This design comes from an exercise in tuning for small area, a short achievable clock period and few clock cycles on the open sky130 flow, not from production work. At most, simulation tests tie the RTL to the original design; equivalence was not proved. No activity file was given, so power comes from the tool's default toggle rates.

==> module lidar_framer, before the edit <==
module lidar_framer (
    input  wire         clk,
    input  wire         rst,
    input  wire         cancel,
    input  wire         in_valid,
    input  wire [7:0]   in_data,
    output reg          in_ready,
    output reg          out_valid,
    input  wire         out_ready,
    output wire [339:0] out_rec,
    output reg          err_valid,
    output wire [1:0]   err_code,
    output reg          drop_pulse
);
    reg  [7:0]   d_q;
    reg          v_q;
    reg          in_frame;      
    reg  [5:0]   idx;           
    reg          have_prev;     
    reg          prev_54;       
    reg  [5:0]   nk;            
    reg  [7:0]   sum_lo;
    reg  [5:0]   sum_hi;
    reg          sum_c;
    reg          lo_ok;
    reg  [335:0] sr;
    reg          sh_q;          
    wire active   = !rst && !cancel;
    wire consume  = v_q;
    wire take     = active && in_valid && in_ready;
    wire is_data  = (idx != 6'd42) && (idx <= 6'd44);
    wire is_sum   = (idx <= 6'd44);
    wire is_c0    = (idx == 6'd45);
    wire is_c1    = (idx == 6'd46);
    wire f_consume = consume && in_frame;
    wire s_consume = consume && !in_frame;
    wire hdr       = s_consume && have_prev && prev_54 && (d_q == 8'h2C);
    wire new_drop  = s_consume && have_prev && !hdr;
    wire nk_is1    = (nk == 6'd1);
    wire fire_drop = in_frame ? (f_consume && !is_c1 && idx >= nk)
                              : (s_consume && nk_is1);
    wire done      = f_consume && is_c1;
    wire cks_ok    = lo_ok && (d_q[7:6] == 2'b00) && (sum_hi == d_q[5:0]);
    wire [8:0] lo_add = {1'b0, sum_lo} + {1'b0, d_q};
    wire v_n        = take;
    wire in_frame_n = active && (hdr || (in_frame && !done));
    wire ov_n       = !rst && ((done && cks_ok && !cancel) || (out_valid && !out_ready));
    wire have_prev_n = active && (s_consume ? !hdr : (have_prev && !done));
    wire prev_54_n  = s_consume ? (d_q == 8'h54) : prev_54;
    wire data_n     = hdr || (f_consume ? (idx != 6'd41 && idx <= 6'd43) : is_data);
    always @(posedge clk) begin
        d_q      <= in_data;
        v_q      <= v_n;
        in_ready <= !(ov_n && (in_frame_n || have_prev_n && prev_54_n));
        sh_q     <= v_n && in_frame_n && data_n;
    end
    always @(posedge clk) begin
        if (!active) begin
            in_frame  <= 1'b0;
            have_prev <= 1'b0;
            nk        <= 6'd46;
        end else begin
            if (hdr)
                in_frame <= 1'b1;
            else if (done)
                in_frame <= 1'b0;
            if (s_consume)
                have_prev <= !hdr;
            else if (done)
                have_prev <= 1'b0;
            if (done)
                nk <= 6'd46;
            else if (hdr)
                nk <= nk_is1 ? 6'd2 : nk;
            else if (new_drop && !nk_is1)
                nk <= nk - 6'd1;
        end
        if (s_consume)
            prev_54 <= (d_q == 8'h54);
        if (hdr)
            idx <= 6'd2;
        else if (f_consume)
            idx <= idx + 6'd1;
    end
    always @(posedge clk) begin
        if (hdr) begin
            sum_lo <= 8'h80;             
            sum_hi <= 6'd0;
            sum_c  <= 1'b0;
        end else begin
            sum_hi <= sum_hi + {5'd0, sum_c};
            sum_c  <= 1'b0;
            if (f_consume && is_sum) begin
                sum_lo <= lo_add[7:0];
                sum_c  <= lo_add[8];
            end
        end
        if (f_consume && is_c0)
            lo_ok <= (sum_lo == d_q);
    end
    always @(posedge clk) begin
        if (sh_q)
            sr <= {sr[327:0], d_q};
    end
    always @(posedge clk) begin
        if (rst) begin
            out_valid  <= 1'b0;
            err_valid  <= 1'b0;
            drop_pulse <= 1'b0;
        end else begin
            out_valid  <= ov_n;
            err_valid  <= !cancel && done && !cks_ok;
            drop_pulse <= !cancel && fire_drop;
        end
    end
    assign err_code = {err_valid, err_valid};
    assign out_rec[15:0]  = {sr[8*(43-3) +: 8], sr[8*(43-2) +: 8]};
    assign out_rec[31:16] = {sr[8*(43-5) +: 8], sr[8*(43-4) +: 8]};
    assign out_rec[47:32] = {sr[7:0], sr[15:8]};
    assign out_rec[51:48] = 4'd12;
    genvar p;
    generate
        for (p = 0; p < 12; p = p + 1) begin : g_pt
            assign out_rec[52+24*p +: 16] = {sr[8*(43-(7+3*p)) +: 8], sr[8*(43-(6+3*p)) +: 8]};
            assign out_rec[68+24*p +: 8]  = sr[8*(43-(8+3*p)) +: 8];
        end
    endgenerate
endmodule
==> flow/config.mk <==
export PLATFORM = sky130hd
export DESIGN_NAME = lidar_framer
export DESIGN_NICKNAME = lidar_framer
export VERILOG_FILES = /design/flow/design.v
export SDC_FILE = /design/flow/constraint.sdc
export NUM_CORES = 4
export LEC_CHECK = 0
export ABC_CLOCK_PERIOD_IN_PS = 4000
export CAP_MARGIN = 20
export CORE_MARGIN = 2
export CORE_UTILIZATION = 55
export PLACE_DENSITY = 0.7
export SLEW_MARGIN = 20
==> flow/constraint.sdc <==
create_clock -name core_clock -period 10.0 [get_ports {clk}]
set_input_delay 2.0000 -clock core_clock [delete_from_list [all_inputs] [get_ports {clk}]]
set_output_delay 2.0000 -clock core_clock [all_outputs]
set_load 0.01 [all_outputs]
standard.sh (not shown) runs the stock make flow with config.mk's settings and CLKGATE_MAP_FILE= SYNTH_SCRIPT=/design/flow/synth_recipe.tcl, a recipe that flattens the netlist after the stock synthesis.
==> flow/flow/run.sh <==
#!/bin/bash
# Standard ORFS layout with the smallest buffer on every port, and a clock
# tree built from clkbuf_16 only, in larger sink clusters and without dummy
# loads.
set -euo pipefail
export BUFFER_PORTS_ARGS="-buffer_cell sky130_fd_sc_hd__buf_1"
export CTS_ARGS="-sink_clustering_enable -repair_clock_nets -dont_use_dummy_load -sink_clustering_size 25 -sink_clustering_max_diameter 100 -buf_list sky130_fd_sc_hd__clkbuf_16"
bash standard.sh > standard.log 2>&1
Testbench counts at the start, summed over its fixed seeds: cycles 15,519.
Rerun with:
--- a/flow/design.v
+++ b/flow/design.v
@@ -27,5 +27,6 @@
     reg          sh_q;          
     wire active   = !rst && !cancel;
-    wire consume  = v_q;
+    wire blocked  = in_frame && out_valid;           
+    wire consume  = v_q && !blocked;
     wire take     = active && in_valid && in_ready;
     wire is_data  = (idx != 6'd42) && (idx <= 6'd44);
@@ -43,15 +44,14 @@
     wire cks_ok    = lo_ok && (d_q[7:6] == 2'b00) && (sum_hi == d_q[5:0]);
     wire [8:0] lo_add = {1'b0, sum_lo} + {1'b0, d_q};
-    wire v_n        = take;
+    wire v_n        = take || (active && v_q && blocked);
     wire in_frame_n = active && (hdr || (in_frame && !done));
     wire ov_n       = !rst && ((done && cks_ok && !cancel) || (out_valid && !out_ready));
-    wire have_prev_n = active && (s_consume ? !hdr : (have_prev && !done));
-    wire prev_54_n  = s_consume ? (d_q == 8'h54) : prev_54;
     wire data_n     = hdr || (f_consume ? (idx != 6'd41 && idx <= 6'd43) : is_data);
     always @(posedge clk) begin
-        d_q      <= in_data;
+        if (!(v_q && blocked))
+            d_q <= in_data;
         v_q      <= v_n;
-        in_ready <= !(ov_n && (in_frame_n || have_prev_n && prev_54_n));
-        sh_q     <= v_n && in_frame_n && data_n;
+        in_ready <= !(v_n && in_frame_n && ov_n);
+        sh_q     <= v_n && in_frame_n && !ov_n && data_n;
     end
     always @(posedge clk) begin
Cell area grows slightly. Total power barely changes. Sequential power hardly moves. Worst hold slack gets better by 16 ps. Utilization grows by 0.31 points. Count of clock-buffer cells in the layout stays the same. Die area grows slightly. Non-clock buffer count grows by 1. Setup slack gets worse by 9.6 ps. Sequential share of layout area barely changes.
For the second run of this note, only the layout was checked, not whether the RTL still works.

## what the ideal ports hide
In the flow no input, the clock included, has a driving cell. The finished layouts below were timed again as built, in two steps. Step 1, drivers: a clkbuf_16 drives clk and a buf_2 each remaining input, both assumed. Step 2 also shifts input and output timing later by t, the mid clock arrival at the registers, as if the neighbouring blocks saw the same clock. Slacks: ideal ports / drivers / drivers and shift; pairs: ideal ports / drivers.
run | shift t [ns] | setup slack, ns | latest minus earliest clock arrival (ns) | slew at the worst register clock pin (ns)
the first run | 0.520 | 6.876 / 6.839 / 6.954 | 0.067 / 0.067 | 0.09 / 0.09
the second run | 0.538 | 6.867 / 6.821 / 6.998 | 0.052 / 0.051 | 0.10 / 0.10
After both steps setup and hold are still met in every run listed.
